Background: an optimization exercise with open tools, aiming at small area, a short achievable clock period and few clock cycles per item. Do not read the settings as production practice. Function was checked by simulation only, so behaviour that the tests miss may differ from the original. Power is estimated from default activity; no workload was simulated.

[flow/design.v]
module csum8_table (
    input  wire [7:0] idx,
    output wire [7:0] val
);
    assign val[0] = idx[2] ^ idx[4] ^ idx[5];
    assign val[1] = idx[0] ^ idx[3] ^ idx[5] ^ idx[6];
    assign val[2] = idx[0] ^ idx[1] ^ idx[4] ^ idx[6] ^ idx[7];
    assign val[3] = idx[0] ^ idx[1] ^ idx[4] ^ idx[7];
    assign val[4] = idx[0] ^ idx[1] ^ idx[4];
    assign val[5] = idx[1] ^ idx[2] ^ idx[5];
    assign val[6] = idx[0] ^ idx[2] ^ idx[3] ^ idx[6];
    assign val[7] = idx[1] ^ idx[3] ^ idx[4] ^ idx[7];
endmodule
module cobs_enc (
    input  wire       clk,
    input  wire       rst,           
    input  wire       in_valid,
    output wire       in_ready,
    input  wire [7:0] in_data,
    input  wire       in_last,       
    input  wire       in_empty,      
    input  wire       in_pre,        
    input  wire       in_cs,         
    output reg        out_valid,
    input  wire       out_ready,
    output reg  [7:0] out_data,
    output reg        out_last       
);
    localparam [7:0] SEED = 8'h55;
    reg  [7:0] mem [0:63];
    reg  [6:0] wp, rp;
    wire [6:0] used = wp - rp;
    wire       room1 = !used[6];                         
    wire       room2 = !used[6] && used[5:0] != 6'd63;   
    reg        h_v, h_last, h_empty, h_pre, h_cs;
    reg  [7:0] h_data;
    reg        in_frame;    
    reg        cs_cyc;      
    reg        fin;         
    reg        open;        
    reg  [6:0] osa;         
    reg  [5:0] n;
    reg  [1:0] k;
    reg  [7:0] crc;
    reg        p_v;         
    reg  [5:0] p_a;
    reg  [7:0] p_d;
    reg  [3:0] pf;             
    reg  [2:0] pf_w, pf_r;
    reg  [6:0] ef [0:3];       
    reg  [2:0] ef_w, ef_r;
    wire       pf_full  = (pf_w[2] != pf_r[2]) && (pf_w[1:0] == pf_r[1:0]);
    wire       pf_ne    = (pf_w != pf_r);
    wire       ef_full  = (ef_w[2] != ef_r[2]) && (ef_w[1:0] == ef_r[1:0]);
    wire       ef_ne    = (ef_w != ef_r);
    wire       tv     = cs_cyc || h_v;
    wire [7:0] tb     = cs_cyc ? crc : h_data;
    wire       first  = !cs_cyc && !in_frame;
    wire       t_data = cs_cyc || !h_empty;
    wire       t_nz   = (tb != 8'h00);
    wire       ob     = open && !first;
    wire       t_lit  = t_data && t_nz;
    wire       t_split = t_lit && ob && (k != 2'd0 || n == 6'd63);
    wire       t_new   = t_data && (!ob || t_split);      
    wire       t_zclose = t_data && !t_nz && ob && k == 2'd2;
    wire       t_end  = cs_cyc || (h_last && !h_cs);
    wire       need2  = t_lit && t_new;
    wire       need1  = t_lit || t_new;
    wire       t_room = need2 ? room2 : (need1 ? room1 : 1'b1);
    wire       fin_go = fin && !ef_full;
    wire       fin_r  = fin_go && open;
    wire       split_r = tv && t_split && !fin;
    wire       consume = tv && t_room && (!fin || fin_go) &&
                         !(first && pf_full) &&
                         !(p_v && t_lit && (t_split || fin_r));
    assign in_ready = !h_v || (consume && !cs_cyc);
    wire       lit_w  = consume && t_lit;
    wire       zc_r   = consume && t_zclose;
    wire       res    = split_r || zc_r || fin_r;
    wire [7:0] res_d  = zc_r ? {2'd3, n} : {k, n};
    wire [6:0] lit_a  = t_new ? wp + 7'd1 : wp;
    wire       p_read;
    always @(posedge clk) begin
        if (rst) begin
            h_v      <= 1'b0;
            in_frame <= 1'b0;
            cs_cyc   <= 1'b0;
            fin      <= 1'b0;
            open     <= 1'b0;
            p_v      <= 1'b0;
            wp       <= 7'd0;
            pf_w     <= 3'd0;
            ef_w     <= 3'd0;
        end else begin
            if (in_valid && in_ready) begin
                h_v     <= 1'b1;
                h_data  <= in_data;
                h_last  <= in_last;
                h_empty <= in_empty;
                h_pre   <= in_pre;
                h_cs    <= in_cs;
            end else if (consume && !cs_cyc) begin
                h_v <= 1'b0;
            end
            if (lit_w)
                mem[lit_a[5:0]] <= tb;
            else if (p_v && !p_read)
                mem[p_a] <= p_d;
            else if (res)
                mem[osa[5:0]] <= res_d;
            if (res && (lit_w || (p_v && !p_read))) begin
                p_v <= 1'b1;
                p_a <= osa[5:0];
                p_d <= res_d;
            end else if (!lit_w || p_read) begin
                p_v <= 1'b0;
            end
            if (fin_go) begin
                fin <= 1'b0;
                open <= 1'b0;
                ef[ef_w[1:0]] <= wp;
                ef_w <= ef_w + 3'd1;
            end
            if (split_r)
                open <= 1'b0;
            if (consume) begin
                if (cs_cyc)
                    cs_cyc <= 1'b0;
                else begin
                    in_frame <= !h_last;
                    crc      <= h_empty ? SEED : crc_next;
                    if (h_last && h_cs)
                        cs_cyc <= 1'b1;
                end
                if (first) begin
                    pf[pf_w[1:0]] <= h_pre;
                    pf_w <= pf_w + 3'd1;
                end
                if (t_end)
                    fin <= 1'b1;
                if (t_data) begin
                    if (t_new) begin
                        open <= 1'b1;
                        osa  <= wp;
                        n    <= t_nz ? 6'd1 : 6'd0;
                        k    <= t_nz ? 2'd0 : 2'd1;
                        wp   <= wp + (t_nz ? 7'd2 : 7'd1);
                    end else if (t_nz) begin
                        n  <= n + 6'd1;
                        wp <= wp + 7'd1;
                    end else if (t_zclose) begin
                        open <= 1'b0;
                    end else begin
                        k <= k + 2'd1;
                    end
                end
            end
        end
    end
    wire [7:0] crc_next;
    csum8_table u_table (.idx((first ? SEED : crc) ^ h_data), .val(crc_next));
    reg        o_body;      
    reg  [5:0] lits;        
    wire [6:0] cp      = open ? osa : wp;      
    wire       advance = !out_valid || out_ready;
    wire       pre_h   = pf[pf_r[1:0]];
    wire [6:0] end_h   = ef[ef_r[1:0]];
    wire       byp     = p_v && p_a == rp[5:0];
    wire [7:0] rd      = byp ? p_d : mem[rp[5:0]];
    wire       st_pre  = !o_body && pf_ne && pre_h;
    wire       body    = o_body || (pf_ne && !pre_h);
    wire       e_lit   = body && lits != 6'd0;
    wire       e_term  = body && lits == 6'd0 && ef_ne && rp == end_h;
    wire       e_code  = body && lits == 6'd0 && !(ef_ne && rp == end_h) && rp != cp;
    wire       e_v     = st_pre || e_lit || e_term || e_code;
    wire       go      = advance;
    assign p_read = go && e_code && byp;
    always @(posedge clk) begin
        if (rst) begin
            out_valid <= 1'b0;
            o_body    <= 1'b0;
            lits      <= 6'd0;
            rp        <= 7'd0;
            pf_r      <= 3'd0;
            ef_r      <= 3'd0;
        end else if (go) begin
            out_valid <= e_v;
            out_data  <= (e_lit || e_code) ? rd : 8'h00;
            out_last  <= e_term;
            if (!o_body && pf_ne) begin
                o_body <= 1'b1;
                pf_r   <= pf_r + 3'd1;
            end
            if (e_lit) begin
                lits <= lits - 6'd1;
                rp   <= rp + 7'd1;
            end
            if (e_code) begin
                lits <= rd[5:0];
                rp   <= rp + 7'd1;
            end
            if (e_term) begin
                o_body <= 1'b0;
                ef_r   <= ef_r + 3'd1;
            end
        end
    end
endmodule
[flow/run.sh]
#!/bin/bash
# synth_recipe.tcl (not shown) runs the flow's synth.tcl, then flattens the netlist and writes it again
# the make line also repeats each setting of config.mk as NAME=value (left out here)
make -C /OpenROAD-flow-scripts/flow DESIGN_CONFIG=/design/flow/config.mk WORK_HOME=/design/flow/orfs CLKGATE_MAP_FILE= SYNTH_SCRIPT=/design/flow/synth_recipe.tcl finish
[flow/config.mk]
export PLATFORM = sky130hd
export DESIGN_NAME = cobs_enc
export DESIGN_NICKNAME = cobs_enc
export VERILOG_FILES = /design/flow/design.v
export SDC_FILE = /design/flow/constraint.sdc
export NUM_CORES = 4
export LEC_CHECK = 0
export CAP_MARGIN = 20
export CORE_MARGIN = 2
export CORE_UTILIZATION = 40
export SLEW_MARGIN = 20
[flow/constraint.sdc]
create_clock -name core_clock -period 8.0 [get_ports {clk}]
set_input_delay 1.6000 -clock core_clock [delete_from_list [all_inputs] [get_ports {clk}]]
set_output_delay 1.6000 -clock core_clock [all_outputs]
set_load 0.01 [all_outputs]
==> run summary <==
-- routing by layer --
layer	vias to the layer above	wire, um	part of all wire (%)
met3	82	3310	5.1
met5	-	0	0
li1	6079	-	-
met4	0	1190	1.8
met1	7363	28800	44
met2	469	31600	49
-- worst max-delay path: cells and delay by family, from the launching register on --
family / cells / cell delay [ns]
xor gates and xnor gates: 1 / 0.14
AOI/OAI and AO/OA: 4 / 1.63
DFF: 1 / 0.57
and+or+nand+nor: 2 / 0.38
adders and majority gates: 2 / 0.66
buffers and inverters: 2 / 0.63
-- flip-flops by register name (all words and copies together) (netlist names), 4 cells and up, named ones only --
| register | flops |
|---|---|
| p_d | 8 |
| ef | 28 |
| lits | 6 |
| h_data | 8 |
| wp | 7 |
| crc | 8 |
| rp | 7 |
| out_data | 8 |
| n | 6 |
| osa | 7 |
| p_a | 6 |
| mem | 512 |
| pf | 4 |
-- layout by cell type, fill, tap and decap left out, drive strengths merged, types with 31 or more instances in the layout --
master / count
mux2i: 33
xor2: 31
dfxtp: 48
clkbuf: 85
nand2: 48
edfxtp: 602
nor2: 153
a21oi: 35
xnor2: 57
mux4: 171
-- power groups by stage --
stage          Sequential, W  Combinational [W]  Clock (W)
2_1_floorplan        0.00398            0.00102          0
3_3_place_gp         0.00407            0.00141          0
3_5_place_dp         0.00407            0.00143          0
4_1_cts              0.00400            0.00143    0.00312
5_1_grt              0.00402            0.00151    0.00325
6_report             0.00400            0.00141    0.00306
-- cells by family after synthesis --
logic type,count (synthesis)
multiplexers,209
buffers and inverters,95
XOR/XNOR,88
adder cells (fa/ha/maj),26
AND/OR/NAND/NOR,308
flip-flops,650
AO/OA/AOI/OAI,130
-- stage by stage --
stage	hold slack, ns	power (W)
global route	0.518	0.00878
floorplan	0.450	0.00501
CTS	0.483	0.00855
detailed placement	0.477	0.00550
finish	0.486	0.00847
global placement	0.470	0.00548
-- worst min path at each step --
stage,start,endpoint,cells after the start
after floorplan,osa[1],p_a[1],0
after global placement,lits[3],lits[3],2
after detailed placement,lits[3],lits[3],2
after CTS,lits[3],lits[3],2
after global routing,osa[3],p_a[3],0
final,lits[3],lits[3],2
-- final cells by class --
type	count	area, sq um
Multi-Input combinational cell	761	7860
Sequential cell	650	19000
Clock inverter	32	327
Inverter	27	101
Timing Repair Buffer	44	423
Fill cell	5731	36600
Tap cell	873	1090
Clock buffer	85	1810
==> flow_metrics.py <==
metrics = {
    "synthesis": {
        "yosysTopAreaCell": "edfxtp_1",
        "synth-seq-cells": 650,
        "synth_compound_area_share_pct": 3.38,
        "syn_area_sq_um": 27200,
        "ys_types": 72,
        "yosys.area.top_type_share_pct": 66.5,
        "yosys-top-cells-area": "edfxtp_1 66%, mux4_2 14%, dfxtp_1 3.5%",
        "synth_adder_area_share_pct": 1.25,
        "syn_area_per_cell_sq_um": 18.1,
        "synthTopCellsByCount": "602 x edfxtp_1, 171 x mux4_2, 153 x nor2_1",
        "synth_edf_count": 602,
        "ys.warnings.count": 1,
        "synth_top_family_by_area": "multiplexers",
        "synth_top_flop_cell": "edfxtp_1",
        "ys_seq_area_share_pct": 70.0,
        "syn_nets": 1548,
        "yosys-mux-area-fraction_pct": 15.6,
        "yosysMostFrequentCell": "edfxtp_1",
        "synthSimpleGateAreaFrac_pct": 5.50,
        "postSynthCellCount": 1506,
        "async_flop_share_pct": 0,
        "synth-xor-area-share_pct": 2.83,
    },
    "global_routing": {
        "met1_usage_pct": 26.7,
        "grt_overflow": 0,
        "use_met3_pct": 3.03,
        "busiest_layer": "met2",
        "antenna_found_initial": 0,
        "track_usage_pct": 18.8,
        "grt_pass1_vias": 14200,
        "grt_pass1_wl_um": 97200,
        "grt_max_degree": 102,
        "grtUsageMet2_pct": 30.6,
    },
    "clocking": {
        "cts_buffers": 66,
        "clockRootBuffer": "clkbuf_16",
        "postCtsSetupBuffers": 0,
        "cts_buffer_depth": 3,
        "htree_levels": 3,
        "cts_resized": 0,
        "clk_pin_slew_ns": 0.06,
        "numClockSinks": 650,
        "clk_latency_ns": 0.61,
        "ctsHoldBuffers": 0,
        "cts_tree": "done",
    },
    "setup_path": {
        "regToRegStartpoint": "rp[0]",
        "path_class": "flop to output port",
        "r2r_slack_ns": 2.36,
        "cp-end-kind": "output port",
        "reg2reg_depth": 12,
        "crit_start": "rp[0]",
        "worstPathMaxFanout": 9,
        "max_stage_delay_ns": 0.65,
        "required_ns": 6.40,
        "arrival_ns": 4.61,
        "critPathCapture": "in_ready",
        "startpoint_type": "flop",
        "r2r_end": "mem[5][4]",
        "cp_slowest_cell": "o31ai_1",
        "crit_chain": "ha_1 -> inv_1 -> fa_1 -> xnor2_1 -> nor4b_1 -> nand3_1 -> o31ai_1 -> a21oi_1 -> o21ai_1 -> o21ai_0 -> clkdlybuf4s50_1",
    },
    "finish": {
        "drive_gt1_share_pct": 20.2,
        "nNetsFinal": 1592,
        "design_area_sq_um": 30700,
        "antenna_cells": 0,
        "area_growth_syn_to_layout_pct": 12.8,
        "post-route-util_pct": 45.6,
        "final_cells": 2472,
    },
    "detailed_routing": {
        "wirelength_um": 64900,
        "firstDrtPassIters": 6,
        "num_vias": 14000,
        "via_per_inst": 5.66,
        "ant_nets": 0,
        "drc": 0,
        "drt_iter0_markers": 1289,
        "wl_per_cell_um": 26.2,
    },
    "timing": {
        "hold_viol": 0,
        "fin_crit_ns": 6.21,
        "period_share_pct": 77.6,
        "rsz0062_at_grt": "no",
        "maxSlewViolCount": 0,
        "fmax_mhz": 161,
        "maxSlewHeadroom_pct": 32.2,
        "finalSetupTns_ns": 0,
        "setup_violations": 0,
        "fin_ws_ns": 1.79,
        "worst_slew_pin_slew_ns": 1.01,
        "final.setup_skew_ns": 0.0223,
    },
    "floorplanning": {
        "die_h_um": 265,
        "io_pins": 27,
        "coreArea_sq_um": 67300,
        "rows": 95,
        "dieArea_sq_um": 70100,
        "start_util_pct": 40.4,
        "die_w_um": 265,
    },
    "place": {
        "dpl_cell_area_sq_um": 28500,
        "place.gp.congestion": 0.867,
        "placed_cells": 2355,
        "hpwlAfterDp_um": 40900,
        "portBuffers": 26,
        "post-place-ws_ns": 2.26,
    },
    "power": {
        "power.switching_w": 0.00220,
        "power_switching_share_pct": 26.0,
        "power_density_nw_per_um2": 276,
        "max-vdd-ir-drop_v": 0.000191,
        "power_leakage_nw": 9.34,
        "pwr-share-clk_pct": 36.2,
        "p_int_w": 0.00627,
        "pwr-share-seq_pct": 47.2,
        "comb_power_share_pct": 16.6,
    },
    "worst_hold_path": {
        "hp-class": "flop to flop",
    },
    "outcome": {
        "status": "finished clean",
    },
    "run": {
        "drv_cap": 0,
    },
}
Testbench counts, summed over its fixed seeds: cycles 22,869, bytes 21,605.

port drivers added, routing unchanged:
Ports are ideal in the flow. The routed layout listed here was re-timed in OpenROAD. Step 1: set_driving_cell puts a clkbuf_16 on clk and a buf_2 on each other input, an assumption about the parent block. Step 2, shift: input delay + t, output delay - t, t = (earliest + latest rising clock arrival at the registers) / 2. This alone moves slack from input paths to output paths. Three values: ideal ports, drivers, drivers and shift; two values: the first two.
t, ns: 0.652
setup WS [ns]: 1.793 / 1.736 / 2.259
hold WS [ns]: 0.486 / 0.486 / 0.486
After both steps this run still meets setup and hold. For this run, drivers alone change the setup slack by -0.057 ns; drivers and shift together by +0.466 ns.
